This is an optimization exercise on Yosys and OpenROAD, whose aim is small area and a short achievable clock period, not a production implementation. Where RTL was checked, it was by simulation tests only, not by an equivalence proof against the original. For run 1, only the layout was checked, not whether the RTL still works. No activity file was given, so power comes from the tool's default toggle rates.

## flow/design.v (module list and top-level ports; edited modules follow where they fit)
// module sde_sine_rom: 25 lines
// module sde_duty_law: 732 lines
// module sde_norm: 39 lines
// module sde_elec_law: 66 lines
// module sde_carrier: 56 lines
// module sde_top: 521 lines
// module sde_sample_due: 40 lines
module sde_top (
    input  wire        clk,
    input  wire        rst,
    input  wire        bus_valid,
    input  wire        bus_write,
    input  wire [7:0]  bus_addr,
    input  wire [1:0]  bus_size,      
    input  wire [31:0] bus_wdata,
    output wire        bus_ready,
    output reg         bus_rvalid,
    output reg  [31:0] bus_rdata,
    input  wire [31:0] int_st,        
    output reg         pwm_valid,
    output reg  [3:0]  pwm_op,
    output wire [1:0]  pwm_ph,
    output reg  [31:0] pwm_data,
    input  wire [11:0] adc_raw,
    output reg         adc_valid,
    output reg  [1:0]  adc_op,
    input  wire [63:0] now_us
);
  // ...
==> flow/flow/run.sh <==
#!/bin/bash
set -euo pipefail
MARGIN=${SDE_SETUP_MARGIN:-11}
bash standard.sh SETUP_SLACK_MARGIN=$MARGIN \
    "BUFFER_PORTS_ARGS=-buffer_cell sky130_fd_sc_hd__buf_1" finish > flow_standard.log 2>&1
==> flow/standard.sh <==
#!/bin/bash
# synth_recipe.tcl (not shown) runs the flow's synth.tcl, then flattens the netlist and writes it again
# the make line also repeats each setting of config.mk as NAME=value (left out here)
make -C /OpenROAD-flow-scripts/flow DESIGN_CONFIG=/design/flow/config.mk WORK_HOME=/design/flow/orfs CLKGATE_MAP_FILE= SYNTH_SCRIPT=/design/flow/synth_recipe.tcl "${@:-finish}"
==> flow/config.mk <==
export PLATFORM = sky130hd
export DESIGN_NAME = sde_top
export DESIGN_NICKNAME = sde_top
export VERILOG_FILES = /design/flow/design.v
export SDC_FILE = /design/flow/constraint.sdc
export NUM_CORES = 4
export LEC_CHECK = 0
export CAP_MARGIN = 20
export CORE_MARGIN = 2
export CORE_UTILIZATION = 60
export CTS_BUF_LIST = sky130_fd_sc_hd__clkbuf_8
export CTS_CLUSTER_DIAMETER = 60
export CTS_CLUSTER_SIZE = 14
export GPL_TIMING_DRIVEN = 0
export SLEW_MARGIN = 20
==> flow/constraint.sdc <==
create_clock -name core_clock -period 21.0 [get_ports {clk}]
set_input_delay 4.2000 -clock core_clock [delete_from_list [all_inputs] [get_ports {clk}]]
set_output_delay 4.2000 -clock core_clock [all_outputs]
set_load 0.01 [all_outputs]
==> impl_results.md, run 1 <==
- Clock power share: 26.9%
- First-pass GRT wire length: between 150 and 200 mm
- Simple-Gate Fraction of Synth Area: 15.5%
- Detail Route met3 WL: 16.4 mm
- Worst slew margin relative to its limit: 20.0%
- Die ar.: about 0.052 mm^2
- Relative area of clock buffers and inverters in the final design: 2.58%
- Die X: about 230 um
- Top post-synthesis cells by area: sky130_fd_sc_hd__edfxtp_1 (22%), sky130_fd_sc_hd__dfxtp_1 (15%), sky130_fd_sc_hd__fa_1 (13%)
- Share of the synthesized area in compound gates (AO/OA/AOI/OAI): 15.3%
- Worst stage delay on the critical path: ~480 ps
- Number of buffers added for setup after CTS: 4
- Combinational family with the most area after synthesis: adder cells
- Count of fill cells added during filler insertion: a little over 4k
- Xor/xnor cell area share of the yosys netlist: 2.14%
- Sequential cell count of the final layout: between 400 and 500
- Final cell area excluding filler cells: about 0.033 mm^2
- Cell depth of the worst min-delay path: 0
- Most used standard cell by instance count after synthesis: sky130_fd_sc_hd__nor2_1
- Sequential Power: 0.998 mW
- Family with the most delay on the worst path: simple AND/OR/NAND/NOR gates
- TritonCTS Sinks: 460
- Count of pins on the block boundary: 230
- Element type at the critical path end: output pin
- Footprint of the multi-input gates: approximately 0.017 mm^2
- TritonRoute pass-1 iters: 12
- Share of the synthesized area in the top cell type: around 22%
- Placed Area: between 0.03 and 0.04 mm^2
- Sequential share of power: between 40% and 50%
- Worst reg2reg path startpoint: rr[0]$_SDFF_PP0_
- Sum of internal, switching and leakage power: between 2 and 2.5 mW
- Area added between synthesis and finish: 10.7%
- Share of synthesized cell area in full adder, half adder and majority cells: a little under a fifth
- Reg2reg end: dq0[14]$_DFF_P_
- Proportion of cell area occupied by multi-input gates: approximately half
- Post-detailed-route wirelength per cell: roughly 29 um
- Global-route usage over all layers: 45.8%
- RSZ-0062 raised after global routing: yes
- Highest-count cells in the layout ignoring fill and taps: sky130_fd_sc_hd__nor2_1 (415), sky130_fd_sc_hd__inv_1 (336), sky130_fd_sc_hd__dfxtp_1 (234), sky130_fd_sc_hd__buf_1 (231), sky130_fd_sc_hd__nand2_1 (227)
- Comb power: ~0.57 mW
- Number of max-cap violations: 0
- Slowest cell on crit path: sky130_fd_sc_hd__nor4_4
- Number of levels the H-tree was split into: 2
- Pin count of the biggest net entering global routing: 23
- Outcome: no timing/DRC/antenna violations
==> module sde_top, before the edit <==
module sde_top (
    input  wire        clk,
    input  wire        rst,
    input  wire        bus_valid,
    input  wire        bus_write,
    input  wire [7:0]  bus_addr,
    input  wire [1:0]  bus_size,      
    input  wire [31:0] bus_wdata,
    output wire        bus_ready,
    output reg         bus_rvalid,
    output reg  [31:0] bus_rdata,
    input  wire [31:0] int_st,        
    output reg         pwm_valid,
    output reg  [3:0]  pwm_op,
    output wire [1:0]  pwm_ph,
    output reg  [31:0] pwm_data,
    input  wire [11:0] adc_raw,
    output reg         adc_valid,
    output reg  [1:0]  adc_op,
    input  wire [63:0] now_us
);
    localparam [31:0] CARRIER_DEFAULT  = 32'h00067200;
    localparam [31:0] IDENT_VALUE      = 32'h53505737;
    localparam [31:0] PARAM_VALUE      = 32'h000C0021;
    localparam [19:0] SAMPLE_PERIOD_US = 20'd1000000;
    localparam [3:0] PWM_BIND_PIN      = 4'h1;
    localparam [3:0] PWM_CONFIGURE     = 4'h2;
    localparam [3:0] PWM_DEADTIME      = 4'h3;
    localparam [3:0] PWM_ENABLE_INT    = 4'h4;
    localparam [3:0] PWM_START         = 4'h5;
    localparam [3:0] PWM_REGISTER      = 4'h6;
    localparam [3:0] PWM_SET_FREQUENCY = 4'h7;
    localparam [3:0] PWM_SET_DUTY      = 4'h8;
    localparam [3:0] PWM_READ_STATUS   = 4'h9;
    localparam [3:0] PWM_CLEAR_STATUS  = 4'hA;
    localparam [1:0] ADC_CONF_RES      = 2'd1;
    localparam [1:0] ADC_CONF_RANGE    = 2'd2;
    localparam [1:0] ADC_READ_RAW      = 2'd3;
    localparam [3:0] OP_NOP            = 4'h0;
    localparam [3:0] OP_TBL_READ       = 4'h1;
    localparam [3:0] OP_PH_INIT        = 4'h2;
    localparam [3:0] OP_PH_APPLY       = 4'h3;
    localparam [3:0] OP_PH_SET_CARRIER = 4'h4;
    localparam [3:0] OP_INV_INIT       = 4'h5;
    localparam [3:0] OP_INV_UPDATE_FS  = 4'h6;
    localparam [3:0] OP_SCALER_CHECK   = 4'h7;
    localparam [3:0] OP_FG_ITER        = 4'h8;
    localparam [3:0] OP_ADC_INIT       = 4'h9;
    localparam E_ILLEGAL_OP   = 0;
    localparam E_RSV_FIELD    = 1;
    localparam E_BAD_PHASE    = 2;
    localparam E_BUSY         = 3;
    localparam E_NOT_INIT     = 4;
    localparam E_ALREADY_INIT = 5;
    localparam E_BAD_INDEX    = 6;
    localparam E_RANGE        = 7;
    localparam E_BUS          = 8;
    localparam [7:0] A_IDENT     = 8'h00;
    localparam [7:0] A_PARAM     = 8'h04;
    localparam [7:0] A_STATUS    = 8'h08;
    localparam [7:0] A_CTRL      = 8'h0C;
    localparam [7:0] A_CMD       = 8'h10;
    localparam [7:0] A_ARG       = 8'h14;
    localparam [7:0] A_RESULT    = 8'h18;
    localparam [7:0] A_ERR       = 8'h1C;
    localparam [7:0] A_SCALE     = 8'h20;
    localparam [7:0] A_ELEC_FREQ = 8'h24;
    localparam [7:0] A_CARRIER   = 8'h28;
    localparam [7:0] A_ISR_M     = 8'h2C;
    localparam [7:0] A_LAST_T_LO = 8'h30;
    localparam [7:0] A_LAST_T_HI = 8'h34;
    localparam [3:0] S_IDLE   = 4'd0;
    localparam [3:0] S_PHINIT = 4'd1;    
    localparam [3:0] S_REGH   = 4'd2;    
    localparam [3:0] S_APPLY  = 4'd3;    
    localparam [3:0] S_SETCAR = 4'd4;    
    localparam [3:0] S_UPD0   = 4'd5;    
    localparam [3:0] S_UPDF   = 4'd6;    
    localparam [3:0] S_SCHK   = 4'd7;    
    localparam [3:0] S_SREAD  = 4'd8;    
    localparam [3:0] S_ADC0   = 4'd9;    
    localparam [3:0] S_ADC1   = 4'd10;   
    localparam [3:0] S_ISR_E  = 4'd11;   
    localparam [3:0] S_ISR_A  = 4'd12;   
    reg [5:0]  cursor0, cursor1, cursor2;
    reg [2:0]  pending;
    reg [2:0]  ch_init;
    reg [14:0] duty0, duty1, duty2;
    reg [31:0] freq0, freq1, freq2;
    reg [15:0] scale;
    reg [13:0] elec;         
    reg        handler_reg;
    reg [63:0] last_t;
    reg [31:0] isr_m;
    reg [3:0]  fg_todo;      
    reg        run_req;
    reg [31:0] arg;
    reg [5:0]  res_idx;      
    reg [8:0]  err;
    reg [3:0]  state;
    reg        j_chain;      
    reg        j_seq;        
    reg [1:0]  ph;
    reg [2:0]  sub;
    reg [15:0] scale_in;     
    reg [2:0]  freq_v;       
    reg [2:0]  duty_v;       
    reg        isr_m_v;
    reg        arg_v;        
    reg        elec_v;
    reg [1:0]  rr;
    reg [14:0] dq0, dq1, dq2;
    wire init_done  = handler_reg & (&ch_init);
    wire irq        = handler_reg & (|int_st);
    wire seq_active = run_req | fg_todo[3];
    wire isr_active = (state == S_ISR_A);
    wire [5:0]  cursor_rr = (rr == 2'd0) ? cursor0 : (rr == 2'd1) ? cursor1 : cursor2;
    wire [14:0] law_duty;
    wire [15:0] norm_scale;
    wire [13:0] law_elec;
    wire [14:0] result_value;
    sde_duty_law u_duty (
        .index (cursor_rr),
        .scale (scale),
        .duty  (law_duty)
    );
    sde_norm u_norm (
        .raw   (adc_raw),
        .scale (norm_scale)
    );
    sde_elec_law u_elec (
        .scale (scale_in),
        .elec  (law_elec)
    );
    sde_sine_rom u_rom_result (.index(res_idx), .value(result_value));
    wire [18:0] carrier;
    sde_carrier u_carrier (.elec(elec), .carrier(carrier));
    reg [14:0] apply_duty;
    always @(*) begin
        case ({ph, rr})
            4'b00_01, 4'b01_10, 4'b10_00: apply_duty = dq0;
            4'b00_10, 4'b01_00, 4'b10_01: apply_duty = dq1;
            default:                      apply_duty = dq2;
        endcase
    end
    wire [5:0] cur_ph      = (ph == 2'd0) ? cursor0 : (ph == 2'd1) ? cursor1 : cursor2;
    wire       pend_ph     = (ph == 2'd0) ? pending[0] : (ph == 2'd1) ? pending[1] : pending[2];
    wire [5:0] cursor_next = (cur_ph == 6'd32) ? 6'd0 : cur_ph + 6'd1;
    wire sample_due;
    sde_sample_due u_due (.now_us(now_us), .last_t(last_t), .due(sample_due));
    wire bus_legal   = (bus_size == 2'd2) && (bus_addr[1:0] == 2'b00);
    wire is_cmd_wr   = bus_write && (bus_size == 2'd2) && (bus_addr == A_CMD);
    wire engine_free = (state == S_IDLE) && !irq;
    wire cmd_accept  = bus_valid && is_cmd_wr && engine_free;
    wire bus_fire    = bus_valid && bus_ready;
    assign bus_ready = !is_cmd_wr || engine_free;
    wire [3:0] a_w    = bus_addr[5:2];
    wire       a_base = bus_legal && (bus_addr[7:6] == 2'b00);
    wire       a_phk  = bus_legal && (bus_addr[7:6] == 2'b01);
    wire [2:0] a_ph   = {a_phk && bus_addr[5:4] == 2'd2, a_phk && bus_addr[5:4] == 2'd1,
                         a_phk && bus_addr[5:4] == 2'd0};
    wire [3:0] a_fld  = {bus_addr[3:2] == 2'd3, bus_addr[3:2] == 2'd2,
                         bus_addr[3:2] == 2'd1, bus_addr[3:2] == 2'd0};
    wire r_ident  = a_base && a_w == 4'd0;
    wire r_param  = a_base && a_w == 4'd1;
    wire r_status = a_base && a_w == 4'd2;
    wire r_ctrl   = a_base && a_w == 4'd3;
    wire r_arg    = a_base && a_w == 4'd5;
    wire r_result = a_base && a_w == 4'd6;
    wire r_err    = a_base && a_w == 4'd7;
    wire r_scale  = a_base && a_w == 4'd8;
    wire r_elec   = a_base && a_w == 4'd9;
    wire r_car    = a_base && a_w == 4'd10;
    wire r_isrm   = a_base && a_w == 4'd11;
    wire r_ltlo   = a_base && a_w == 4'd12;
    wire r_lthi   = a_base && a_w == 4'd13;
    wire rd_ok    = (a_base && a_w != 4'd4 && a_w < 4'd14) || (|a_ph);
    wire [31:0] rd_value =
          ({32{r_ident}}  & IDENT_VALUE)
        | ({32{r_param}}  & PARAM_VALUE)
        | ({32{r_status}} & {20'd0, fg_todo, 3'd0, irq, handler_reg, isr_active, seq_active, init_done})
        | ({32{r_ctrl}}   & {31'd0, run_req})
        | ({32{r_arg && arg_v}}     & arg)
        | ({32{r_result}} & {17'd0, result_value})
        | ({32{r_err}}    & {23'd0, err})
        | ({32{r_scale}}  & {16'd0, scale})
        | ({32{r_elec && elec_v}}   & {18'd0, elec})
        | ({32{r_car && elec_v}}    & {13'd0, carrier})
        | ({32{r_isrm && isr_m_v}}  & isr_m)
        | ({32{r_ltlo}}   & last_t[31:0])
        | ({32{r_lthi}}   & last_t[63:32])
        | ({32{a_ph[0] && a_fld[0]}} & {26'd0, cursor0})
        | ({32{a_ph[1] && a_fld[0]}} & {26'd0, cursor1})
        | ({32{a_ph[2] && a_fld[0]}} & {26'd0, cursor2})
        | ({32{a_ph[0] && a_fld[1] && duty_v[0]}} & {17'd0, duty0})
        | ({32{a_ph[1] && a_fld[1] && duty_v[1]}} & {17'd0, duty1})
        | ({32{a_ph[2] && a_fld[1] && duty_v[2]}} & {17'd0, duty2})
        | ({32{a_ph[0] && a_fld[2] && freq_v[0]}} & freq0)
        | ({32{a_ph[1] && a_fld[2] && freq_v[1]}} & freq1)
        | ({32{a_ph[2] && a_fld[2] && freq_v[2]}} & freq2)
        | ({32{a_ph[0] && a_fld[3]}} & {29'd0, 1'b1, ch_init[0], pending[0]})
        | ({32{a_ph[1] && a_fld[3]}} & {29'd0, 1'b1, ch_init[1], pending[1]})
        | ({32{a_ph[2] && a_fld[3]}} & {29'd0, 1'b1, ch_init[2], pending[2]});
    wire wr_mapped = (bus_addr == A_CTRL) || (bus_addr == A_CMD) ||
                     (bus_addr == A_ARG)  || (bus_addr == A_ERR);
    wire [3:0]  c_op  = bus_wdata[31:28];
    wire [1:0]  c_ph  = bus_wdata[27:26];
    wire [11:0] c_idx = bus_wdata[11:0];
    wire [15:0] c_imm = bus_wdata[15:0];
    reg [31:0] c_mbz;
    reg        c_phase_form;
    always @(*) begin
        c_phase_form = 1'b0;
        case (c_op)
            OP_TBL_READ:       c_mbz = 32'h0FFFF000;
            OP_PH_INIT,
            OP_PH_APPLY,
            OP_PH_SET_CARRIER: begin c_mbz = 32'h03FFFFFF; c_phase_form = 1'b1; end
            OP_INV_UPDATE_FS:  c_mbz = 32'h0FFF0000;
            default:           c_mbz = 32'h0FFFFFFF;
        endcase
    end
    reg [8:0] c_err;         
    always @(*) begin
        c_err = 9'd0;
        if (c_op >= 4'hA)
            c_err[E_ILLEGAL_OP] = 1'b1;
        else if ((bus_wdata & c_mbz) != 32'd0)
            c_err[E_RSV_FIELD] = 1'b1;
        else if (c_phase_form && c_ph == 2'd3)
            c_err[E_BAD_PHASE] = 1'b1;
        else if (c_op != OP_NOP && c_op != OP_TBL_READ && seq_active)
            c_err[E_BUSY] = 1'b1;
        else begin
            case (c_op)
                OP_TBL_READ:
                    if (c_idx >= 12'd33) c_err[E_BAD_INDEX] = 1'b1;
                OP_PH_INIT:
                    if (ch_init[c_ph]) c_err[E_ALREADY_INIT] = 1'b1;
                OP_PH_APPLY, OP_PH_SET_CARRIER:
                    if (!ch_init[c_ph]) c_err[E_NOT_INIT] = 1'b1;
                OP_INV_INIT:
                    if (handler_reg || ch_init != 3'd0) c_err[E_ALREADY_INIT] = 1'b1;
                OP_INV_UPDATE_FS:
                    if (!init_done) c_err[E_NOT_INIT] = 1'b1;
                    else if (c_imm > 16'h8000) c_err[E_RANGE] = 1'b1;
                OP_SCALER_CHECK, OP_FG_ITER:
                    if (!init_done) c_err[E_NOT_INIT] = 1'b1;
                default: ;
            endcase
        end
    end
    assign pwm_ph = ph;      
    always @(*) begin
        pwm_valid = 1'b0;
        pwm_op    = 4'd0;
        pwm_data  = 32'd0;
        adc_valid = 1'b0;
        adc_op    = 2'd0;
        case (state)
            S_PHINIT: begin
                pwm_valid = 1'b1;
                case (sub)
                    3'd0: pwm_op = PWM_BIND_PIN;
                    3'd1: begin pwm_op = PWM_BIND_PIN; pwm_data = 32'd1; end
                    3'd2: begin pwm_op = PWM_CONFIGURE; pwm_data = CARRIER_DEFAULT; end
                    3'd3: pwm_op = PWM_DEADTIME;
                    3'd4: pwm_op = PWM_ENABLE_INT;
                    default: pwm_op = PWM_START;
                endcase
            end
            S_REGH: begin
                pwm_valid = 1'b1;
                pwm_op    = PWM_REGISTER;
            end
            S_APPLY: begin
                pwm_valid = pend_ph;
                pwm_op    = PWM_SET_DUTY;
                pwm_data  = {17'd0, apply_duty};
            end
            S_SETCAR: begin
                pwm_valid = 1'b1;
                pwm_op    = PWM_SET_FREQUENCY;
                pwm_data  = arg & {32{arg_v}};
            end
            S_UPDF: begin
                pwm_valid = 1'b1;
                pwm_op    = PWM_SET_FREQUENCY;
                pwm_data  = {13'd0, carrier};
            end
            S_ISR_E: begin
                pwm_valid = 1'b1;
                pwm_op    = PWM_READ_STATUS;
                pwm_data  = int_st;
            end
            S_ISR_A: begin
                pwm_valid = 1'b1;
                pwm_op    = PWM_CLEAR_STATUS;
                pwm_data  = isr_m;
            end
            S_SREAD: begin
                adc_valid = 1'b1;
                adc_op    = ADC_READ_RAW;
            end
            S_ADC0: begin
                adc_valid = 1'b1;
                adc_op    = ADC_CONF_RES;
            end
            S_ADC1: begin
                adc_valid = 1'b1;
                adc_op    = ADC_CONF_RANGE;
            end
            default: ;
        endcase
    end
    always @(posedge clk)
        bus_rdata <= rd_value;
    always @(posedge clk) begin
        dq0 <= law_duty;
        dq1 <= dq0;
        dq2 <= dq1;
        if (rst)              rr <= 2'd0;
        else if (rr == 2'd2)  rr <= 2'd0;
        else                  rr <= rr + 2'd1;
    end
    always @(posedge clk)
        scale_in <= (state == S_SREAD) ? norm_scale : c_imm;
    always @(posedge clk) begin
        if (rst) begin
            cursor0     <= 6'd0;
            cursor1     <= 6'd11;
            cursor2     <= 6'd22;
            freq_v      <= 3'd0;
            duty_v      <= 3'd0;
            isr_m_v     <= 1'b0;
            arg_v       <= 1'b0;
            elec_v      <= 1'b0;
            pending     <= 3'd0;
            ch_init     <= 3'd0;
            scale       <= 16'd0;
            handler_reg <= 1'b0;
            last_t      <= 64'd0;
            fg_todo     <= 4'd0;
            run_req     <= 1'b0;
            res_idx     <= 6'd63;
            err         <= 9'd0;
            state       <= S_IDLE;
            bus_rvalid  <= 1'b0;
        end else begin
            bus_rvalid <= bus_fire && !bus_write;
            if (bus_fire) begin
                if (!bus_write) begin
                    if (!rd_ok) err[E_BUS] <= 1'b1;
                end else if (!bus_legal || !wr_mapped) begin
                    err[E_BUS] <= 1'b1;
                end else begin
                    case (bus_addr)
                        A_CTRL:
                            if (bus_wdata[0]) begin
                                if (!init_done) err[E_NOT_INIT] <= 1'b1;
                                else            run_req <= 1'b1;
                            end else
                                run_req <= 1'b0;
                        A_ARG: begin arg <= bus_wdata; arg_v <= 1'b1; end
                        A_ERR: err <= err & ~bus_wdata[8:0];
                        default: ;    
                    endcase
                end
            end
            case (state)
                S_IDLE: begin
                    if (irq) begin
                        state <= S_ISR_E;
                        ph    <= 2'd0;
                    end else if (cmd_accept) begin
                        if (c_err != 9'd0) begin
                            err <= err | c_err;
                        end else begin
                            ph      <= c_ph;
                            sub     <= 3'd0;
                            j_chain <= (c_op == OP_INV_INIT) || (c_op == OP_FG_ITER);
                            j_seq   <= 1'b0;
                            case (c_op)
                                OP_TBL_READ:       res_idx <= c_idx[5:0];
                                OP_PH_INIT:        state   <= S_PHINIT;
                                OP_PH_APPLY:       state   <= S_APPLY;
                                OP_PH_SET_CARRIER: state   <= S_SETCAR;
                                OP_INV_INIT: begin
                                    state <= S_PHINIT;
                                    ph    <= 2'd0;
                                end
                                OP_INV_UPDATE_FS:  state <= S_UPD0;
                                OP_SCALER_CHECK:   state <= S_SCHK;
                                OP_FG_ITER:        state <= S_SCHK;
                                OP_ADC_INIT:       state <= S_ADC0;
                                default: ;          
                            endcase
                        end
                    end else begin
                        j_chain <= 1'b0;
                        j_seq   <= 1'b1;
                        if (run_req && !fg_todo[3]) begin
                            fg_todo <= 4'b1111;                  
                        end else if (fg_todo[0]) begin
                            state <= S_SCHK;
                        end else if (fg_todo[1]) begin
                            state <= S_APPLY; ph <= 2'd0;
                        end else if (fg_todo[2]) begin
                            state <= S_APPLY; ph <= 2'd1;
                        end else if (fg_todo[3]) begin
                            state <= S_APPLY; ph <= 2'd2;
                        end
                    end
                end
                S_ISR_E: begin
                    isr_m   <= int_st;
                    isr_m_v <= 1'b1;
                    state <= S_ISR_A;
                end
                S_ISR_A: begin
                    pending <= pending | isr_m[2:0];
                    state   <= S_IDLE;
                end
                S_PHINIT: begin
                    if (sub == 3'd5) begin
                        ch_init[ph] <= 1'b1;
                        duty_v[ph]  <= 1'b0;
                        freq_v[ph]  <= 1'b1;
                        case (ph)
                            2'd0:    freq0 <= CARRIER_DEFAULT;
                            2'd1:    freq1 <= CARRIER_DEFAULT;
                            default: freq2 <= CARRIER_DEFAULT;
                        endcase
                        sub         <= 3'd0;
                        if (j_chain) begin
                            if (ph == 2'd2) begin
                                state <= S_REGH;
                                ph    <= 2'd0;
                            end else
                                ph    <= ph + 2'd1;
                        end else begin
                            state <= S_IDLE;
                        end
                    end else begin
                        sub <= sub + 3'd1;
                    end
                end
                S_REGH: begin
                    handler_reg <= 1'b1;
                    state       <= S_IDLE;
                end
                S_APPLY: begin
                    if (pend_ph) begin
                        pending[ph] <= 1'b0;
                        duty_v[ph]  <= 1'b1;
                        case (ph)
                            2'd0:    begin duty0 <= apply_duty; cursor0 <= cursor_next; end
                            2'd1:    begin duty1 <= apply_duty; cursor1 <= cursor_next; end
                            default: begin duty2 <= apply_duty; cursor2 <= cursor_next; end
                        endcase
                    end
                    if (j_chain && ph != 2'd2) begin
                        ph <= ph + 2'd1;
                    end else begin
                        if (j_seq) fg_todo <= {fg_todo[2:0], 1'b0};
                        state <= S_IDLE;
                    end
                end
                S_SETCAR: begin
                    freq_v[ph] <= arg_v;
                    case (ph)
                        2'd0:    freq0 <= arg;
                        2'd1:    freq1 <= arg;
                        default: freq2 <= arg;
                    endcase
                    state    <= S_IDLE;
                end
                S_UPD0: begin
                    scale <= scale_in;
                    elec   <= law_elec;
                    elec_v <= 1'b1;
                    ph    <= 2'd0;
                    state <= S_UPDF;
                end
                S_UPDF: begin
                    freq_v[ph] <= 1'b1;
                    case (ph)
                        2'd0:    freq0 <= {13'd0, carrier};
                        2'd1:    freq1 <= {13'd0, carrier};
                        default: freq2 <= {13'd0, carrier};
                    endcase
                    if (ph != 2'd2) begin
                        ph <= ph + 2'd1;
                    end else if (j_chain) begin
                        ph    <= 2'd0;
                        state <= S_APPLY;
                    end else begin
                        if (j_seq) fg_todo <= {fg_todo[2:0], 1'b0};
                        state <= S_IDLE;
                    end
                end
                S_SCHK: begin
                    if (sample_due) begin
                        last_t <= now_us;
                        state  <= S_SREAD;
                    end else if (j_chain) begin
                        ph    <= 2'd0;
                        state <= S_APPLY;
                    end else begin
                        if (j_seq) fg_todo <= {fg_todo[2:0], 1'b0};
                        state <= S_IDLE;
                    end
                end
                S_SREAD: state <= S_UPD0;
                S_ADC0:  state <= S_ADC1;
                S_ADC1:  state <= S_IDLE;
                default: state <= S_IDLE;
            endcase
        end
    end
endmodule
==> module sde_sample_due, before the edit <==
module sde_sample_due (
    input  wire [63:0] now_us,
    input  wire [63:0] last_t,
    output wire        due
);
    localparam [19:0] K = 20'd1000000;
    wire [19:0] a = now_us[19:0];
    wire [19:0] b = ~last_t[19:0];
    wire [10:0] cl, c0, c1;
    wire [19:0] d;
    wire [9:0]  d0, d1;
    assign cl[0] = 1'b1;
    assign c0[0] = 1'b0;
    assign c1[0] = 1'b1;
    genvar i;
    generate for (i = 0; i < 10; i = i + 1) begin : lo
        assign d[i]    = a[i] ^ b[i] ^ cl[i];
        assign cl[i+1] = (a[i] & b[i]) | (a[i] & cl[i]) | (b[i] & cl[i]);
        assign d0[i]   = a[i+10] ^ b[i+10] ^ c0[i];
        assign c0[i+1] = (a[i+10] & b[i+10]) | (a[i+10] & c0[i]) | (b[i+10] & c0[i]);
        assign d1[i]   = a[i+10] ^ b[i+10] ^ c1[i];
        assign c1[i+1] = (a[i+10] & b[i+10]) | (a[i+10] & c1[i]) | (b[i+10] & c1[i]);
    end endgenerate
    assign d[19:10] = cl[10] ? d1 : d0;
    wire borrow = ~(cl[10] ? c1[10] : c0[10]);
    wire [20:0] gt;
    assign gt[0] = 1'b0;
    generate for (i = 0; i < 20; i = i + 1) begin : cmp
        if (K[i]) begin : one
            assign gt[i+1] = d[i] & gt[i];
        end else begin : zero
            assign gt[i+1] = d[i] | gt[i];
        end
    end endgenerate
    wire [43:0] x  = now_us[63:20] ^ last_t[63:20];
    wire [43:0] g  = last_t[63:20] & ~now_us[63:20];
    wire        e0 = ~|x;                               
    wire        e1 = &(x ~^ {g[42:0], 1'b1});           
    assign due = ~(borrow ? e1 : e0) | gt[20];
endmodule
==> inputs of run 2 (changes only) <==
--- a/flow/design.v
+++ b/flow/design.v
@@ -987,19 +987,19 @@
     localparam [7:0] A_ISR_M     = 8'h2C;
     localparam [7:0] A_LAST_T_LO = 8'h30;
     localparam [7:0] A_LAST_T_HI = 8'h34;
-    localparam [3:0] S_IDLE   = 4'd0;
-    localparam [3:0] S_PHINIT = 4'd1;    
-    localparam [3:0] S_REGH   = 4'd2;    
-    localparam [3:0] S_APPLY  = 4'd3;    
-    localparam [3:0] S_SETCAR = 4'd4;    
-    localparam [3:0] S_UPD0   = 4'd5;    
-    localparam [3:0] S_UPDF   = 4'd6;    
-    localparam [3:0] S_SCHK   = 4'd7;    
-    localparam [3:0] S_SREAD  = 4'd8;    
-    localparam [3:0] S_ADC0   = 4'd9;    
-    localparam [3:0] S_ADC1   = 4'd10;   
-    localparam [3:0] S_ISR_E  = 4'd11;   
-    localparam [3:0] S_ISR_A  = 4'd12;   
+    localparam [4:0] S_IDLE   = 5'h00;
+    localparam [4:0] S_PHINIT = 5'h11;   
+    localparam [4:0] S_REGH   = 5'h12;   
+    localparam [4:0] S_APPLY  = 5'h13;   
+    localparam [4:0] S_SETCAR = 5'h14;   
+    localparam [4:0] S_UPD0   = 5'h15;   
+    localparam [4:0] S_UPDF   = 5'h16;   
+    localparam [4:0] S_SCHK   = 5'h17;   
+    localparam [4:0] S_SREAD  = 5'h18;   
+    localparam [4:0] S_ADC0   = 5'h19;   
+    localparam [4:0] S_ADC1   = 5'h1A;   
+    localparam [4:0] S_ISR_E  = 5'h1B;   
+    localparam [4:0] S_ISR_A  = 5'h1C;   
     reg [5:0]  cursor0, cursor1, cursor2;
     reg [2:0]  pending;
     reg [2:0]  ch_init;
@@ -1015,7 +1015,7 @@
     reg [31:0] arg;
     reg [5:0]  res_idx;      
     reg [8:0]  err;
-    reg [3:0]  state;
+    reg [4:0]  state;
     reg        j_chain;      
     reg        j_seq;        
     reg [1:0]  ph;
@@ -1031,7 +1031,7 @@
     wire init_done  = handler_reg & (&ch_init);
     wire irq        = handler_reg & (|int_st);
     wire seq_active = run_req | fg_todo[3];
-    wire isr_active = (state == S_ISR_A);
+    wire isr_active = (state[3:0] == S_ISR_A[3:0]);
     wire [5:0]  cursor_rr = (rr == 2'd0) ? cursor0 : (rr == 2'd1) ? cursor1 : cursor2;
     wire [14:0] law_duty;
     wire [15:0] norm_scale;
@@ -1068,7 +1068,8 @@
     sde_sample_due u_due (.now_us(now_us), .last_t(last_t), .due(sample_due));
     wire bus_legal   = (bus_size == 2'd2) && (bus_addr[1:0] == 2'b00);
     wire is_cmd_wr   = bus_write && (bus_size == 2'd2) && (bus_addr == A_CMD);
-    wire engine_free = (state == S_IDLE) && !irq;
+    wire st_idle     = !state[4];
+    wire engine_free = st_idle && !irq;
     wire cmd_accept  = bus_valid && is_cmd_wr && engine_free;
     wire bus_fire    = bus_valid && bus_ready;
     assign bus_ready = !is_cmd_wr || engine_free;
@@ -1175,8 +1176,8 @@
         pwm_data  = 32'd0;
         adc_valid = 1'b0;
         adc_op    = 2'd0;
-        case (state)
-            S_PHINIT: begin
+        case (state[3:0])
+            S_PHINIT[3:0]: begin
                 pwm_valid = 1'b1;
                 case (sub)
                     3'd0: pwm_op = PWM_BIND_PIN;
@@ -1187,44 +1188,44 @@
                     default: pwm_op = PWM_START;
                 endcase
             end
-            S_REGH: begin
+            S_REGH[3:0]: begin
                 pwm_valid = 1'b1;
                 pwm_op    = PWM_REGISTER;
             end
-            S_APPLY: begin
+            S_APPLY[3:0]: begin
                 pwm_valid = pend_ph;
                 pwm_op    = PWM_SET_DUTY;
                 pwm_data  = {17'd0, apply_duty};
             end
-            S_SETCAR: begin
+            S_SETCAR[3:0]: begin
                 pwm_valid = 1'b1;
                 pwm_op    = PWM_SET_FREQUENCY;
                 pwm_data  = arg & {32{arg_v}};
             end
-            S_UPDF: begin
+            S_UPDF[3:0]: begin
                 pwm_valid = 1'b1;
                 pwm_op    = PWM_SET_FREQUENCY;
                 pwm_data  = {13'd0, carrier};
             end
-            S_ISR_E: begin
+            S_ISR_E[3:0]: begin
                 pwm_valid = 1'b1;
                 pwm_op    = PWM_READ_STATUS;
                 pwm_data  = int_st;
             end
-            S_ISR_A: begin
+            S_ISR_A[3:0]: begin
                 pwm_valid = 1'b1;
                 pwm_op    = PWM_CLEAR_STATUS;
                 pwm_data  = isr_m;
             end
-            S_SREAD: begin
+            S_SREAD[3:0]: begin
                 adc_valid = 1'b1;
                 adc_op    = ADC_READ_RAW;
             end
-            S_ADC0: begin
+            S_ADC0[3:0]: begin
                 adc_valid = 1'b1;
                 adc_op    = ADC_CONF_RES;
             end
-            S_ADC1: begin
+            S_ADC1[3:0]: begin
                 adc_valid = 1'b1;
                 adc_op    = ADC_CONF_RANGE;
             end
@@ -1242,7 +1243,7 @@
         else                  rr <= rr + 2'd1;
     end
     always @(posedge clk)
-        scale_in <= (state == S_SREAD) ? norm_scale : c_imm;
+        scale_in <= (state[3:0] == S_SREAD[3:0]) ? norm_scale : c_imm;
     always @(posedge clk) begin
         if (rst) begin
             cursor0     <= 6'd0;
@@ -1285,8 +1286,8 @@
                     endcase
                 end
             end
-            case (state)
-                S_IDLE: begin
+            case (state[3:0])
+                S_IDLE[3:0]: begin
                     if (irq) begin
                         state <= S_ISR_E;
                         ph    <= 2'd0;
@@ -1330,16 +1331,16 @@
                         end
                     end
                 end
-                S_ISR_E: begin
+                S_ISR_E[3:0]: begin
                     isr_m   <= int_st;
                     isr_m_v <= 1'b1;
                     state <= S_ISR_A;
                 end
-                S_ISR_A: begin
+                S_ISR_A[3:0]: begin
                     pending <= pending | isr_m[2:0];
                     state   <= S_IDLE;
                 end
-                S_PHINIT: begin
+                S_PHINIT[3:0]: begin
                     if (sub == 3'd5) begin
                         ch_init[ph] <= 1'b1;
                         duty_v[ph]  <= 1'b0;
@@ -1363,11 +1364,11 @@
                         sub <= sub + 3'd1;
                     end
                 end
-                S_REGH: begin
+                S_REGH[3:0]: begin
                     handler_reg <= 1'b1;
                     state       <= S_IDLE;
                 end
-                S_APPLY: begin
+                S_APPLY[3:0]: begin
                     if (pend_ph) begin
                         pending[ph] <= 1'b0;
                         duty_v[ph]  <= 1'b1;
@@ -1384,7 +1385,7 @@
                         state <= S_IDLE;
                     end
                 end
-                S_SETCAR: begin
+                S_SETCAR[3:0]: begin
                     freq_v[ph] <= arg_v;
                     case (ph)
                         2'd0:    freq0 <= arg;
@@ -1393,14 +1394,14 @@
                     endcase
                     state    <= S_IDLE;
                 end
-                S_UPD0: begin
+                S_UPD0[3:0]: begin
                     scale <= scale_in;
                     elec   <= law_elec;
                     elec_v <= 1'b1;
                     ph    <= 2'd0;
                     state <= S_UPDF;
                 end
-                S_UPDF: begin
+                S_UPDF[3:0]: begin
                     freq_v[ph] <= 1'b1;
                     case (ph)
                         2'd0:    freq0 <= {13'd0, carrier};
@@ -1417,7 +1418,7 @@
                         state <= S_IDLE;
                     end
                 end
-                S_SCHK: begin
+                S_SCHK[3:0]: begin
                     if (sample_due) begin
                         last_t <= now_us;
                         state  <= S_SREAD;
@@ -1429,9 +1430,9 @@
                         state <= S_IDLE;
                     end
                 end
-                S_SREAD: state <= S_UPD0;
-                S_ADC0:  state <= S_ADC1;
-                S_ADC1:  state <= S_IDLE;
+                S_SREAD[3:0]: state <= S_UPD0;
+                S_ADC0[3:0]:  state <= S_ADC1;
+                S_ADC1[3:0]:  state <= S_IDLE;
                 default: state <= S_IDLE;
             endcase
         end
@@ -1445,23 +1446,31 @@
     localparam [19:0] K = 20'd1000000;
     wire [19:0] a = now_us[19:0];
     wire [19:0] b = ~last_t[19:0];
-    wire [10:0] cl, c0, c1;
+    wire [19:0] d0, d1;                   
+    wire [19:0] k0, k1;                   
+    wire [4:0]  cb;                       
     wire [19:0] d;
-    wire [9:0]  d0, d1;
-    assign cl[0] = 1'b1;
-    assign c0[0] = 1'b0;
-    assign c1[0] = 1'b1;
+    assign cb[0] = 1'b1;
     genvar i;
-    generate for (i = 0; i < 10; i = i + 1) begin : lo
-        assign d[i]    = a[i] ^ b[i] ^ cl[i];
-        assign cl[i+1] = (a[i] & b[i]) | (a[i] & cl[i]) | (b[i] & cl[i]);
-        assign d0[i]   = a[i+10] ^ b[i+10] ^ c0[i];
-        assign c0[i+1] = (a[i+10] & b[i+10]) | (a[i+10] & c0[i]) | (b[i+10] & c0[i]);
-        assign d1[i]   = a[i+10] ^ b[i+10] ^ c1[i];
-        assign c1[i+1] = (a[i+10] & b[i+10]) | (a[i+10] & c1[i]) | (b[i+10] & c1[i]);
+    generate for (i = 0; i < 20; i = i + 1) begin : lo
+        wire ci0, ci1;
+        if (i % 5 == 0) begin : first
+            assign ci0 = 1'b0;
+            assign ci1 = 1'b1;
+        end else begin : next
+            assign ci0 = k0[i - 1];
+            assign ci1 = k1[i - 1];
+        end
+        assign d0[i] = a[i] ^ b[i] ^ ci0;
+        assign k0[i] = (a[i] & b[i]) | (a[i] & ci0) | (b[i] & ci0);
+        assign d1[i] = a[i] ^ b[i] ^ ci1;
+        assign k1[i] = (a[i] & b[i]) | (a[i] & ci1) | (b[i] & ci1);
+        assign d[i]  = cb[i / 5] ? d1[i] : d0[i];
+        if (i % 5 == 4) begin : blk
+            assign cb[i / 5 + 1] = cb[i / 5] ? k1[i] : k0[i];
+        end
     end endgenerate
-    assign d[19:10] = cl[10] ? d1 : d0;
-    wire borrow = ~(cl[10] ? c1[10] : c0[10]);
+    wire borrow = ~cb[4];
     wire [20:0] gt;
     assign gt[0] = 1'b0;
     generate for (i = 0; i < 20; i = i + 1) begin : cmp
==> flow/flow/run.sh (replaced) <==
#!/bin/bash
set -euo pipefail
MARGIN=${SDE_SETUP_MARGIN:-11.8}
bash standard.sh SETUP_SLACK_MARGIN=$MARGIN \
    "BUFFER_PORTS_ARGS=-buffer_cell sky130_fd_sc_hd__buf_1" finish > flow_standard.log 2>&1
--- a/flow/config.mk
+++ b/flow/config.mk
@@ -7,9 +7,8 @@
 export LEC_CHECK = 0
 export CAP_MARGIN = 20
 export CORE_MARGIN = 2
-export CORE_UTILIZATION = 60
+export CORE_UTILIZATION = 65
 export CTS_BUF_LIST = sky130_fd_sc_hd__clkbuf_8
 export CTS_CLUSTER_DIAMETER = 60
 export CTS_CLUSTER_SIZE = 14
-export GPL_TIMING_DRIVEN = 0
 export SLEW_MARGIN = 20
==> run 2 against run 1 <==
Fmax increased by 6.4%. Sequential cell count increased by 1. Die area decreased by 5.1%. Critical path depth decreased by 1. Power increased by 4.0%. Clock skew decreased by 10 ps. Count of clock-buffer cells in the layout unchanged. Hold slack got worse by 5.2 ps. Critical path type unchanged.
==> impl_results.md, run 2 <==
- Final count of pins violating max slew: 0 (unchanged)
- Synthesis warning total: 1 (unchanged)
- Number of flip-flops in the largest register: 64 (unchanged)
- Crit path buffers/inverters: 2 (unchanged)
- Outcome: no timing/DRC/antenna violations (unchanged)
- Initial Util: 65.4% (was 60.5%)
- Element type at the critical path end: output pin (unchanged)
- Final number of hold-violating endpoints: 0 (unchanged)
- Kind of critical path: in2out (unchanged)
- Final-report setup violation count: 0 (unchanged)
- Critical path data arrival time: 5440 ps (was 6050 ps)
- Fmax: 0.104 GHz (was 0.0976 GHz)
- Number of vias after detailed routing: 28.9k (was 28.3k)
- Worst IR drop on VDD: 75.2 uV (was 50.6 uV)
- Top Layer Used: met5 (unchanged)
- Average instance area after synthesis: 9.29 um^2 (was 9.53 um^2)
- CP Cell Sequence: clkbuf_2, nor4_4, nand4_1, o21a_4, o21ai_2, buf_2 (was buf_8, nor4_4, nand4_1, o21ai_4, nand2_4, nand4_1, buf_2)
- Clock transition at the register clock pins on the worst setup and hold paths after CTS: 100 ps (about the same)
- TritonRoute pass-1 iters: 11 (was 12)
- Die ar.: 0.0495 mm^2 (was 0.0522 mm^2)
- Area added between synthesis and finish: 9.51% (was 10.7%)
- Overall die height: 223 um (was 228 um)
- Number of register bits inferred by synthesis: 461 (was 460)
- GP Congestion: 1.04 (was 1.09)
- Share of cells above drive strength 1: 9.65% (was 6.98%)
- Slowest cell on crit path: sky130_fd_sc_hd__nor4_4 (unchanged)
- Share of the clock period used by the worst path after layout: 45.9% (was 48.8%)
- Share of the synthesized area in the top cell type: 21.9% (was 22.4%)
- Top post-synthesis cells by area: sky130_fd_sc_hd__edfxtp_1 (22%), sky130_fd_sc_hd__dfxtp_1 (15%), sky130_fd_sc_hd__fa_1 (12%) (was sky130_fd_sc_hd__edfxtp_1 (22%), sky130_fd_sc_hd__dfxtp_1 (15%), sky130_fd_sc_hd__fa_1 (13%))
- Die X: 223 um (was 228 um)
- DRC Markers: 0 (unchanged)
- Number of global-route vias before repair: 28.0k (was 27.6k)
- Number of distinct library cells after synthesis: 96 (was 84)
- Placeable core region: 0.0474 mm^2 (was 0.0500 mm^2)
- Detail Route met3 WL: 14.3 mm (was 16.4 mm)
- First-iteration detailed-routing DRC count: 4176 (was 4293)
- Netlist area before placement: 0.0310 mm^2 (was 0.0302 mm^2)
- Global-route usage over all layers: 46.2% (was 45.8%)
- Cell type with the highest aggregate area in the netlist: sky130_fd_sc_hd__edfxtp_1 (unchanged)
- Worst clock skew: 32.3 ps (was 42.4 ps)
- M1 WL: 38.8 mm (was 39.6 mm)
- Synth Flop Type: sky130_fd_sc_hd__dfxtp_1 (unchanged)
- Nets in the synthesized netlist: 3834 (was 3663)
- Minimum clock period after layout: 9640 ps (was 10250 ps)
- Final-layout setup total negative slack: 0 ps (unchanged)
- Clock latency (worst-skew pair): 630 ps (was 700 ps)
- Commonest non-fill, non-tap cell in the layout: sky130_fd_sc_hd__inv_1 (was sky130_fd_sc_hd__nor2_1)
- EDFF count, synth: 226 (unchanged)
- Power density of the placed cells: 65.6 mW/mm^2 (was 64.0 mW/mm^2)
- Met2 wire len: 51.9 mm (was 54.1 mm)
- Initial antenna violation count: 6 (was 9)
- Required time of the worst setup path: 16800 ps (about the same)
- Portion of the post-synthesis area used by sequential elements: 37.0% (was 37.9%)
- Sum of internal, switching and leakage power: 2.23 mW (was 2.14 mW)
- Standard-cell row count: 80 (was 82)
- TritonCTS clock tree: done (unchanged)
- Worst slew margin relative to its limit: 15.8% (was 20.0%)
- Clock buffer count from CTS: 43 (unchanged)
- Worst R2R Setup Slack: 12230 ps (was 11660 ps)
- Placed Area: 0.0325 mm^2 (was 0.0322 mm^2)
- RSZ-0062 raised after global routing: yes (unchanged)
- Post-detailed-route wirelength per cell: 28.1 um (was 29.0 um)
- Number of buffers between clock root and the deepest sink: 3 (unchanged)
- Worst stage delay on the critical path: 320 ps (was 480 ps)
- Wirelength, routed: 117 mm (was 122 mm)
- Highest-count cells in the layout ignoring fill and taps: sky130_fd_sc_hd__inv_1 (345), sky130_fd_sc_hd__nor2_1 (339), sky130_fd_sc_hd__nand2_1 (252), sky130_fd_sc_hd__dfxtp_1 (235), sky130_fd_sc_hd__edfxtp_1 (226) (was sky130_fd_sc_hd__nor2_1 (415), sky130_fd_sc_hd__inv_1 (336), sky130_fd_sc_hd__dfxtp_1 (234), sky130_fd_sc_hd__buf_1 (231), sky130_fd_sc_hd__nand2_1 (227))
- Total overflow reported by the global router: 0 (unchanged)
- Number of antenna-violating nets in the routed design: 0 (unchanged)
- Number of max-cap violations: 0 (unchanged)
- Placed cell count: 4055 (was 4095)
- First-pass GRT wire length: 172 mm (was 176 mm)
- Cell chosen for the clock root: sky130_fd_sc_hd__clkbuf_8 (unchanged)
- Critical Path Start Type: input pin (unchanged)
- Worst-case hold slack: 340 ps (was 345 ps)
- Post-route insts no fill: 4153 (was 4189)
- Port Buf Inserts: 229 (was 228)
- Share of flip-flops with an asynchronous set or reset: 0% (unchanged)
- Pin count of the biggest net entering global routing: 79 (was 23)
- TritonCTS Sinks: 461 (was 460)
- Family with the most delay on the worst path: simple AND/OR/NAND/NOR gates (unchanged)
- Total number of nets in the final design: 3992 (was 3966)
- Count of pins on the block boundary: 230 (unchanged)
- Count of mapped cells out of synthesis: 3342 (was 3173)
- CP max FO: 3 (unchanged)
- Register with the highest flop count: last_t (unchanged)
- Hold/Removal Path Class: reg2reg (unchanged)
- Detailed placer's ending HPWL: 86.5 mm (was 93.9 mm)
- Most used standard cell by instance count after synthesis: sky130_fd_sc_hd__nor2_1 (unchanged)
- Leakage power total: 13.2 nW (was 13.7 nW)
- Final cell area excluding filler cells: 0.0340 mm^2 (was 0.0335 mm^2)
- Count of fill cells added during filler insertion: 3577 (was 4072)
- Most instantiated cells after synthesis: sky130_fd_sc_hd__nor2_1 (350), sky130_fd_sc_hd__inv_1 (326), sky130_fd_sc_hd__nand2_1 (253) (was sky130_fd_sc_hd__nor2_1 (421), sky130_fd_sc_hd__inv_1 (319), sky130_fd_sc_hd__dfxtp_1 (234))
- Via/cell ratio: 6.97 (was 6.75)
- Number of levels the H-tree was split into: 2 (unchanged)
- Slew @ Worst Pin: 1260 ps (was 1190 ps)
==> run 2: worst paths after layout <==
path / start / end / cells after the start
max: int_st[22] / bus_ready / 6
min: dq0[1]$_DFF_P_ / dq1[1]$_DFF_P_ / 0
max reg2reg: rr[1]$_SDFF_PP0_ / dq0[14]$_DFF_P_ / 28
min reg2reg: dq0[1]$_DFF_P_ / dq1[1]$_DFF_P_ / 0
==> run 2: cell type report <==
type / count / area [um^2] / share of cell area (%)
Sequential cell: 461 / 11500 / 33.8
Clock inverter: 33 / 206 / 0.607
Antenna cell: 6 / 15.0 / 0.0442
Inverter: 328 / 1230 / 3.62
Clock buffer: 44 / 606 / 1.78
Multi-Input combinational cell: 2350 / 17900 / 52.7
Tap cell: 615 / 769 / 2.26
Timing Repair Buffer: 316 / 1750 / 5.16
==> run 2: logic make-up (layout without fill, tap and decap cells) <==
kind of cell | count (synthesis) | after routing | synth area share, %
other | 0 | 6 | 0
muxes | 44 | 44 | 1.49
DFF | 461 | 461 | 37.0
adders and majority gates | 338 | 338 | 18.2
and+or+nand+nor | 1084 | 1084 | 16.7
xor gates and xnor gates | 75 | 75 | 2.12
buffers and inverters | 531 | 721 | 6.66
AOI/OAI and AO/OA | 809 | 809 | 17.8
==> run 2: metal layers <==
| metal | vias up | global-route usage [%] |
|---|---|---|
| met5 | - | 0 |
| met4 | 2 | 37.5 |
| met3 | 665 | 11.6 |
| met2 | 2464 | 71.9 |
| met1 | 13600 | 54.4 |
| li1 | 12200 | - |
==> run 2: what timing repair did <==
item                       in CTS  in global routing
hold buffers                    0                  0
setup endpoints to repair      67                 80
resized for setup              58                108
cloned                          0                  0
buffers inserted                9                  6
pin swaps                      14                 33
==> run 2: through the flow <==
stage / utilization (%) / worst slack (ps)
2_1_floorplan: - / 11640
3_3_place_gp: 68.5 / 11060
3_5_place_dp: 68.6 / 11060
6_report: 71.6 / 11360
5_1_grt: 71.6 / 11380
4_1_cts: 70.8 / 11440
==> run 2: worst reg2reg max path, delay by kind of cell, from the launching register on <==
family / cells / cell delay (ps)
fa+ha+maj: 6 / 2840
mux: 1 / 420
simple gates: 7 / 950
flops: 1 / 330
buf+inv: 3 / 210
compound gates: 11 / 3920
==> run 2: where the power goes <==
part | leakage (nW) | switching [mW] | internal, mW
logic | 8.72 | 0.466 | 0.197
clock network | 0.467 | 0.333 | 0.215
registers | 4.05 | 0.0333 | 0.985
==> inputs of run 3 (changes only) <==
==> flow/flow/run.sh (replaced) <==
#!/bin/bash
set -euo pipefail
MARGIN=${SDE_SETUP_MARGIN:-11.5}
bash standard.sh SETUP_SLACK_MARGIN=$MARGIN \
    "BUFFER_PORTS_ARGS=-buffer_cell sky130_fd_sc_hd__buf_1" finish > flow_standard.log 2>&1
==> run 3 against run 2 <==
Sequential power is essentially flat. Cell area fell by 1.0%. Fmax grew 0.30%. Global-route usage up 0.68 points. Synthesized cell count unchanged. Wire length grew 0.63%. Power is essentially flat. Synthesized area stayed put. Clock power grew 0.7%.
==> impl_results.md, run 3 <==
- Outcome: no timing/DRC/antenna violations (unchanged)
- Power density of the placed cells: 66.2 mW/mm^2 (was 65.6 mW/mm^2)
- Number of antenna-violating nets in the routed design: 0 (unchanged)
- DRC Markers: 0 (unchanged)
- Die X: 223 um (unchanged)
- Count of pins on the block boundary: 230 (unchanged)
- Critical Path Start Type: input pin (unchanged)
- Share of synthesized cell area in full adder, half adder and majority cells: 18.2% (unchanged)
- Required time of the worst setup path: 16800 ps (about the same)
- Commonest non-fill, non-tap cell in the layout: sky130_fd_sc_hd__inv_1 (unchanged)
- Cell type with the highest aggregate area in the netlist: sky130_fd_sc_hd__edfxtp_1 (unchanged)
- Total number of nets in the final design: 3988 (was 3992)
- Register with the highest flop count: last_t (unchanged)
- Number of max-cap violations: 0 (unchanged)
- Share of the clock period used by the worst path after layout: 45.8% (was 45.9%)
- Share of the synthesized area in the top cell type: 21.9% (unchanged)
- GP Congestion: 1.05 (was 1.04)
- Pin count of the biggest net entering global routing: 78 (was 79)
- Combinational family with the most area after synthesis: adder cells (unchanged)
- Sw power: 0.823 mW (was 0.832 mW)
- Die ar.: 0.0495 mm^2 (unchanged)
- Post-detailed-route wirelength per cell: 28.3 um (was 28.1 um)
- First-pass GRT wire length: 173 mm (was 172 mm)
- Detailed placer's ending HPWL: 86.9 mm (was 86.5 mm)
- Mux share of post-synthesis cell area: 1.49% (unchanged)
- Share of flip-flops with an asynchronous set or reset: 0% (unchanged)
- Most instantiated cells after synthesis: sky130_fd_sc_hd__nor2_1 (350), sky130_fd_sc_hd__inv_1 (326), sky130_fd_sc_hd__nand2_1 (253) (unchanged)
- Total of hold buffers inserted after clock tree synthesis: 0 (unchanged)
- Final number of hold-violating endpoints: 0 (unchanged)
- Share of the synthesized area in compound gates (AO/OA/AOI/OAI): 17.8% (unchanged)
- Initial Util: 65.4% (unchanged)
- Number of levels the H-tree was split into: 2 (unchanged)
- Element type at the critical path end: output pin (unchanged)
- Fmax: 0.104 GHz (about the same)
- Power Internal: 1.40 mW (about the same)
- Sequential share of power: 46.0% (was 45.7%)
- Worst clock skew: 35.0 ps (was 32.3 ps)
- Global-route usage over all layers: 46.8% (was 46.2%)
- Average instance area after synthesis: 9.29 um^2 (unchanged)
- CP max FO: 3 (unchanged)
- Wirelength, routed: 117 mm (about the same)
- Port Buf Inserts: 229 (unchanged)
- Most used standard cell by instance count after synthesis: sky130_fd_sc_hd__nor2_1 (unchanged)
- Standard-cell row count: 80 (unchanged)
- EDFF count, synth: 226 (unchanged)
- RSZ-0062 raised after global routing: yes (unchanged)
- Clock buffer count from CTS: 42 (was 43)
- Hold/Removal Path Class: reg2reg (unchanged)
- Final-layout setup total negative slack: 0 ps (unchanged)
- Area added between synthesis and finish: 8.39% (was 9.51%)
- Cell chosen for the clock root: sky130_fd_sc_hd__clkbuf_8 (unchanged)
- Worst-case hold slack: 343 ps (was 340 ps)
- Slew @ Worst Pin: 1240 ps (was 1260 ps)
- Final cell area excluding filler cells: 0.0336 mm^2 (was 0.0340 mm^2)
- Critical path data arrival time: 5410 ps (was 5440 ps)
- Simple-Gate Fraction of Synth Area: 16.7% (unchanged)
- Number of vias after detailed routing: 28.9k (about the same)
- Top post-synthesis cells by area: sky130_fd_sc_hd__edfxtp_1 (22%), sky130_fd_sc_hd__dfxtp_1 (15%), sky130_fd_sc_hd__fa_1 (12%) (unchanged)
- Pre-CTS WS: 10910 ps (was 11060 ps)
- Placed Area: 0.0325 mm^2 (about the same)
- TritonCTS clock tree: done (unchanged)
- Count of mapped cells out of synthesis: 3342 (unchanged)
- Kind of critical path: in2out (unchanged)
- Switching share of power: 36.9% (was 37.3%)
- Clock latency (worst-skew pair): 640 ps (was 630 ps)
- Count of fill cells added during filler insertion: 3653 (was 3577)
- Synth Flop Type: sky130_fd_sc_hd__dfxtp_1 (unchanged)
- Overall die height: 223 um (unchanged)
- Xor/xnor cell area share of the yosys netlist: 2.12% (unchanged)
- Share of cells above drive strength 1: 8.08% (was 9.65%)
- Number of buffers between clock root and the deepest sink: 3 (unchanged)
- Leakage power total: 13.1 nW (was 13.2 nW)
- TritonRoute pass-1 iters: 10 (was 11)
- Minimum clock period after layout: 9610 ps (was 9640 ps)
- Nets in the synthesized netlist: 3834 (unchanged)
- Number of distinct library cells after synthesis: 96 (unchanged)
- Post-layout worst setup margin: 11390 ps (was 11360 ps)
- Worst slew margin relative to its limit: 17.1% (was 15.8%)
- Final count of pins violating max slew: 0 (unchanged)
- Number of register bits inferred by synthesis: 461 (unchanged)
- Highest-count cells in the layout ignoring fill and taps: sky130_fd_sc_hd__inv_1 (347), sky130_fd_sc_hd__nor2_1 (338), sky130_fd_sc_hd__nand2_1 (253), sky130_fd_sc_hd__dfxtp_1 (235), sky130_fd_sc_hd__edfxtp_1 (226) (was sky130_fd_sc_hd__inv_1 (345), sky130_fd_sc_hd__nor2_1 (339), sky130_fd_sc_hd__nand2_1 (252), sky130_fd_sc_hd__dfxtp_1 (235), sky130_fd_sc_hd__edfxtp_1 (226))
- TritonCTS Sinks: 461 (unchanged)
- Clock power share: 24.8% (was 24.6%)
- Synthesis warning total: 1 (unchanged)
- Number of flip-flops in the largest register: 64 (unchanged)
- Initial antenna violation count: 10 (was 6)
- Portion of the post-synthesis area used by sequential elements: 37.0% (unchanged)
- Via/cell ratio: 6.97 (about the same)
- Number of global-route vias before repair: 27.9k (was 28.0k)
- Worst IR drop on VDD: 53.0 uV (was 75.2 uV)
- First-iteration detailed-routing DRC count: 4143 (was 4176)
- End-of-flow core utilization: 70.9% (was 71.6%)
- Placeable core region: 0.0474 mm^2 (unchanged)
- Final-report setup violation count: 0 (unchanged)
- Clock transition at the register clock pins on the worst setup and hold paths after CTS: 90 ps (was 100 ps)
- Total overflow reported by the global router: 0 (unchanged)
- Proportion of power drawn by combinational gates: 29.2% (was 29.7%)
- Netlist area before placement: 0.0310 mm^2 (unchanged)
run 3: repair_timing:
action                     in CTS  in global routing
setup endpoints to repair       6                 49
buffers inserted                6                  6
hold endpoints to repair        0                  0
pin swaps                       7                  9
resized for setup              18                 27
run 3: worst paths after layout:
kind | cells past startpoint | to | startpoint | slack [ps]
min | 0 | dq1[6]$_DFF_P_ | dq0[6]$_DFF_P_ | 340
min reg2reg | 0 | dq1[6]$_DFF_P_ | dq0[6]$_DFF_P_ | 340
max | 6 | bus_ready | int_st[23] | 11390
max reg2reg | 29 | dq0[14]$_DFF_P_ | rr[1]$_SDFF_PP0_ | 11810
run 3: layout make-up:
type	count	area, um^2	area share, %
antenna	6	15.0	0.0446
clock buffer	45	619	1.84
clock inverter	32	208	0.617
inverter	328	1230	3.66
multi-input combinational	2350	17800	52.9
sequential	461	11500	34.2
tap	615	769	2.29
timing repair buffer	313	1530	4.53
run 3: cell families after synthesis:
logic type | count (synthesis)
muxes | 44
and+or+nand+nor | 1084
buffers and inverters | 531
xor gates and xnor gates | 75
AOI/OAI and AO/OA | 809
adders and majority gates | 338
DFF | 461
run 3: per-layer routing:
layer | vias to the layer above | GRT usage [%] | share of wire (%)
li1 | 12200 | - | -
met1 | 13800 | 55.1 | 33
met2 | 2299 | 72.4 | 45
met3 | 617 | 12.1 | 12
met4 | 4 | 38.9 | 9.9
met5 | - | 0 | 0.020
run 3: worst max-delay path, stage by stage:
cell	delay, ps
sky130_fd_sc_hd__clkbuf_2	130
sky130_fd_sc_hd__nor4_4	330
sky130_fd_sc_hd__nand4_1	150
sky130_fd_sc_hd__o21a_4	290
sky130_fd_sc_hd__o21ai_2	160
sky130_fd_sc_hd__buf_2	150
run 3: power groups by stage:
stage                     Sequential [mW]  Combinational [mW]  Clock (mW)
after floorplan                      1.02               0.395           0
after global placement               1.04               0.595           0
after detailed placement             1.04               0.609           0
after CTS                            1.02               0.616       0.547
after global routing                 1.03               0.683       0.579
final                                1.02               0.650       0.552
run 3: metrics by stage:
| stage | power, mW | cells |
|---|---|---|
| floorplan | 1.42 | 3342 |
| global placement | 1.63 | 4055 |
| detailed placement | 1.65 | 4055 |
| CTS | 2.18 | 4138 |
| global route | 2.29 | 4144 |
| finish | 2.23 | 4150 |
==> inputs of run 4 (changes only) <==
--- a/flow/config.mk
+++ b/flow/config.mk
@@ -7,8 +7,8 @@
 export LEC_CHECK = 0
 export CAP_MARGIN = 20
 export CORE_MARGIN = 2
-export CORE_UTILIZATION = 65
+export CORE_UTILIZATION = 72
 export CTS_BUF_LIST = sky130_fd_sc_hd__clkbuf_8
-export CTS_CLUSTER_DIAMETER = 60
-export CTS_CLUSTER_SIZE = 14
+export CTS_CLUSTER_DIAMETER = 70
+export CTS_CLUSTER_SIZE = 16
 export SLEW_MARGIN = 20
==> run 4 against run 3 <==
Wire length shrank 1.9%. Count of clock-buffer cells in the layout is 6 lower. Utilization grew 7.1 points. Critical path type unchanged. Hold slack gained 12 ps. Setup slack got worse by 60 ps. Cell area down 0.78%. Non-clock buffer count increased by 3. Combinational power up 1%. Sequential power about the same.
==> impl_results.md, run 4 <==
- Slew @ Worst Pin: 1240 ps (about the same)
- Sum of internal, switching and leakage power: 2.18 mW (was 2.23 mW)
- Cell chosen for the clock root: sky130_fd_sc_hd__clkbuf_8 (unchanged)
- Number of register bits inferred by synthesis: 461 (unchanged)
- Number of antenna-violating nets in the routed design: 0 (unchanged)
- Die ar.: 0.0448 mm^2 (was 0.0495 mm^2)
- Worst slew margin relative to its limit: 17.7% (was 17.1%)
- Standard-cell row count: 76 (was 80)
- Final number of hold-violating endpoints: 0 (unchanged)
- Critical path data arrival time: 5470 ps (was 5410 ps)
- Nets in the synthesized netlist: 3834 (unchanged)
- Synth Flop Type: sky130_fd_sc_hd__dfxtp_1 (unchanged)
- Count of mapped cells out of synthesis: 3342 (unchanged)
- Die X: 212 um (was 223 um)
- CP Cell Sequence: buf_8, nor4_4, nand4_1, o21a_4, o21ai_2, buf_2 (was clkbuf_2, nor4_4, nand4_1, o21a_4, o21ai_2, buf_2)
- Pin count of the biggest net entering global routing: 60 (was 78)
- Share of the synthesized area in the top cell type: 21.9% (unchanged)
- Count of fill cells added during filler insertion: 2807 (was 3653)
- EDFF count, synth: 226 (unchanged)
- GP Congestion: 1.05 (about the same)
- Minimum clock period after layout: 9670 ps (was 9610 ps)
- Post-route insts no fill: 4074 (was 4150)
- Initial antenna violation count: 8 (was 10)
- Kind of critical path: in2out (unchanged)
- Share of the synthesized area in compound gates (AO/OA/AOI/OAI): 17.8% (unchanged)
- Required time of the worst setup path: 16800 ps (about the same)
- Placeable core region: 0.0428 mm^2 (was 0.0474 mm^2)
- Share of synthesized cell area in full adder, half adder and majority cells: 18.2% (unchanged)
- TritonCTS Sinks: 461 (unchanged)
- Hold/Removal Path Class: reg2reg (unchanged)
- Initial Util: 72.5% (was 65.4%)
- Number of levels the H-tree was split into: 2 (unchanged)
- Post-detailed-route wirelength per cell: 28.3 um (about the same)
- Combinational family with the most area after synthesis: adder cells (unchanged)
- Element type at the critical path end: output pin (unchanged)
- Via/cell ratio: 7.20 (was 6.97)
- Synthesis warning total: 1 (unchanged)
- Clock transition at the register clock pins on the worst setup and hold paths after CTS: 100 ps (was 90 ps)
- Number of buffers between clock root and the deepest sink: 3 (unchanged)
- Share of the clock period used by the worst path after layout: 46.0% (was 45.8%)
- Most used standard cell by instance count after synthesis: sky130_fd_sc_hd__nor2_1 (unchanged)
- Clock latency (worst-skew pair): 630 ps (was 640 ps)
- Total of hold buffers inserted after clock tree synthesis: 0 (unchanged)
- Total number of nets in the final design: 3986 (was 3988)
- Global-route usage over all layers: 51.4% (was 46.8%)
- Area added between synthesis and finish: 7.54% (was 8.39%)
- Outcome: no timing/DRC/antenna violations (unchanged)
- Portion of the post-synthesis area used by sequential elements: 37.0% (unchanged)
- Detailed placer's ending HPWL: 86.1 mm (was 86.9 mm)
- Final count of pins violating max slew: 0 (unchanged)
- First-pass GRT wire length: 171 mm (was 173 mm)
- Family with the most delay on the worst path: simple AND/OR/NAND/NOR gates (unchanged)
- Count of pins on the block boundary: 230 (unchanged)
- Simple-Gate Fraction of Synth Area: 16.7% (unchanged)
- Most instantiated cells after synthesis: sky130_fd_sc_hd__nor2_1 (350), sky130_fd_sc_hd__inv_1 (326), sky130_fd_sc_hd__nand2_1 (253) (unchanged)
- Number of max-cap violations: 0 (unchanged)
- Netlist area before placement: 0.0310 mm^2 (unchanged)
- DRC Markers: 0 (unchanged)
- Critical Path Start Type: input pin (unchanged)
- Mux share of post-synthesis cell area: 1.49% (unchanged)
- Slowest cell on crit path: sky130_fd_sc_hd__nor4_4 (unchanged)
- Worst clock skew: 45.2 ps (was 35.0 ps)
- Power density of the placed cells: 65.2 mW/mm^2 (was 66.2 mW/mm^2)
- Final-layout setup total negative slack: 0 ps (unchanged)
- Worst stage delay on the critical path: 400 ps (was 330 ps)
- Cell type with the highest aggregate area in the netlist: sky130_fd_sc_hd__edfxtp_1 (unchanged)
- Average instance area after synthesis: 9.29 um^2 (unchanged)
- Worst setup path start: int_st[23] (unchanged)
- Pre-CTS WS: 10640 ps (was 10910 ps)
- Post-layout worst setup margin: 11330 ps (was 11390 ps)
- Overall die height: 212 um (was 223 um)
- Number of flip-flops in the largest register: 64 (unchanged)
- Commonest non-fill, non-tap cell in the layout: sky130_fd_sc_hd__inv_1 (unchanged)
- Number of distinct library cells after synthesis: 96 (unchanged)
- Register with the highest flop count: last_t (unchanged)
- Number of vias after detailed routing: 29.3k (was 28.9k)
- CP max FO: 3 (unchanged)
- Share of flip-flops with an asynchronous set or reset: 0% (unchanged)
- RSZ-0062 raised after global routing: yes (unchanged)
- First-iteration detailed-routing DRC count: 5014 (was 4143)
- Placed cell count: 3990 (was 4055)
- Top post-synthesis cells by area: sky130_fd_sc_hd__edfxtp_1 (22%), sky130_fd_sc_hd__dfxtp_1 (15%), sky130_fd_sc_hd__fa_1 (12%) (unchanged)
- Wirelength, routed: 115 mm (was 117 mm)
- Leakage power total: 13.0 nW (was 13.1 nW)
- Share of cells above drive strength 1: 7.67% (was 8.08%)
- Xor/xnor cell area share of the yosys netlist: 2.12% (unchanged)
- Worst IR drop on VDD: 62.1 uV (was 53.0 uV)
- End-of-flow core utilization: 78.0% (was 70.9%)
- Port Buf Inserts: 229 (unchanged)
- Total overflow reported by the global router: 0 (unchanged)
- Clock buffer count from CTS: 37 (was 42)
- TritonCTS clock tree: done (unchanged)
- Highest-count cells in the layout ignoring fill and taps: sky130_fd_sc_hd__inv_1 (345), sky130_fd_sc_hd__nor2_1 (340), sky130_fd_sc_hd__nand2_1 (252), sky130_fd_sc_hd__dfxtp_1 (235), sky130_fd_sc_hd__edfxtp_1 (226) (was sky130_fd_sc_hd__inv_1 (347), sky130_fd_sc_hd__nor2_1 (338), sky130_fd_sc_hd__nand2_1 (253), sky130_fd_sc_hd__dfxtp_1 (235), sky130_fd_sc_hd__edfxtp_1 (226))
- Number of global-route vias before repair: 28.8k (was 27.9k)
- Final-report setup violation count: 0 (unchanged)
- Fmax: 0.103 GHz (was 0.104 GHz)
- Source of the worst hold timing path: dq1[3]$_DFF_P_ (was dq0[6]$_DFF_P_)
- Crit path buffers/inverters: 2 (unchanged)
- TritonRoute pass-1 iters: 12 (was 10)
- Worst reg2reg path startpoint: rr[1]$_SDFF_PP0_ (unchanged)
[run 4: cell count changes in the layout (fill, tap and decap cells not counted), sizes merged]
cell,before,now
buf,309,313
bufinv,2,1
clkbuf,49,42
clkinv,8,5
[run 4: path summary, 6_finish.rpt]
path                            depth (start not counted)               to  slack (ps)
worst min register to register                          0   dq2[3]$_DFF_P_         360
worst max register to register                         28  dq0[13]$_DFF_P_       12000
worst min-delay path                                    0   dq2[3]$_DFF_P_         360
worst max-delay path                                    6        bus_ready       11330
[run 4: per-layer routing]
layer  share of wire, %  track usage [%]
met5              0.030                0
met4                 12             47.3
met3                 14             15.4
met2                 43             77.4
met1                 31             59.2
[run 4: cells by family after synthesis]
family / count (synthesis)
AOI/OAI and AO/OA: 809
adders and majority gates: 338
xor gates and xnor gates: 75
buffers and inverters: 531
DFF: 461
and+or+nand+nor: 1084
muxes: 44
[run 4: timing repair]
item	CTS	global route
pin swaps	7	5
setup endpoints to repair	4	63
hold endpoints to repair	0	0
setup buffers	4	5
resized for setup	20	17
[run 4: cell type report]
type                       count  area, um^2  area share [%]
timing repair buffer         316        1550            4.64
inverter                     328        1230            3.69
tap                          546         683            2.05
antenna                        6        15.0          0.0450
clock buffer                  39         537            1.61
clock inverter                28         166           0.499
multi-input combinational   2350       17700            53.0
sequential                   461       11500            34.4
[run 4: per-stage QoR]
| step | hold WS, ps | area (um^2) |
|---|---|---|
| after floorplan | 331 | 31000 |
| after global placement | 333 | 32500 |
| after detailed placement | 340 | 32500 |
| after global routing | 361 | 33400 |
| final | 355 | 33400 |
| after CTS | 356 | 33300 |
[run 4: power breakdown]
part | total, mW | switching (mW) | leakage (nW) | internal [mW]
Combinational | 0.658 | 0.466 | 8.53 | 0.192
Sequential | 1.02 | 0.0312 | 4.05 | 0.985
Clock | 0.503 | 0.312 | 0.427 | 0.191
Total | 2.18 | 0.809 | 13.0 | 1.37

==> what the ideal ports hide <==
Ports are ideal in the flow. The routed layouts listed here were re-timed in OpenROAD. Step 1 sets driving cells, clkbuf_16 on the clock port and buf_2 on the other inputs (assumed; they add their load-dependent delay and slew). Step 2 also shifts input and output timing later by t, the mid clock arrival at the registers, as if the neighbouring blocks saw the same clock. Three values: ideal, step 1, step 2; two values: the first two.
| run | t (ns) | slack for setup (ns) |
|---|---|---|
| run 1 | 0.740 | 10.749 / 10.691 / 10.469 |
| run 2 | 0.670 | 11.362 / 11.338 / 11.338 |
| run 3 | 0.675 | 11.391 / 11.337 / 11.028 |
| run 4 | 0.663 | 11.331 / 11.286 / 11.112 |
After both steps every run listed still meets setup and hold.
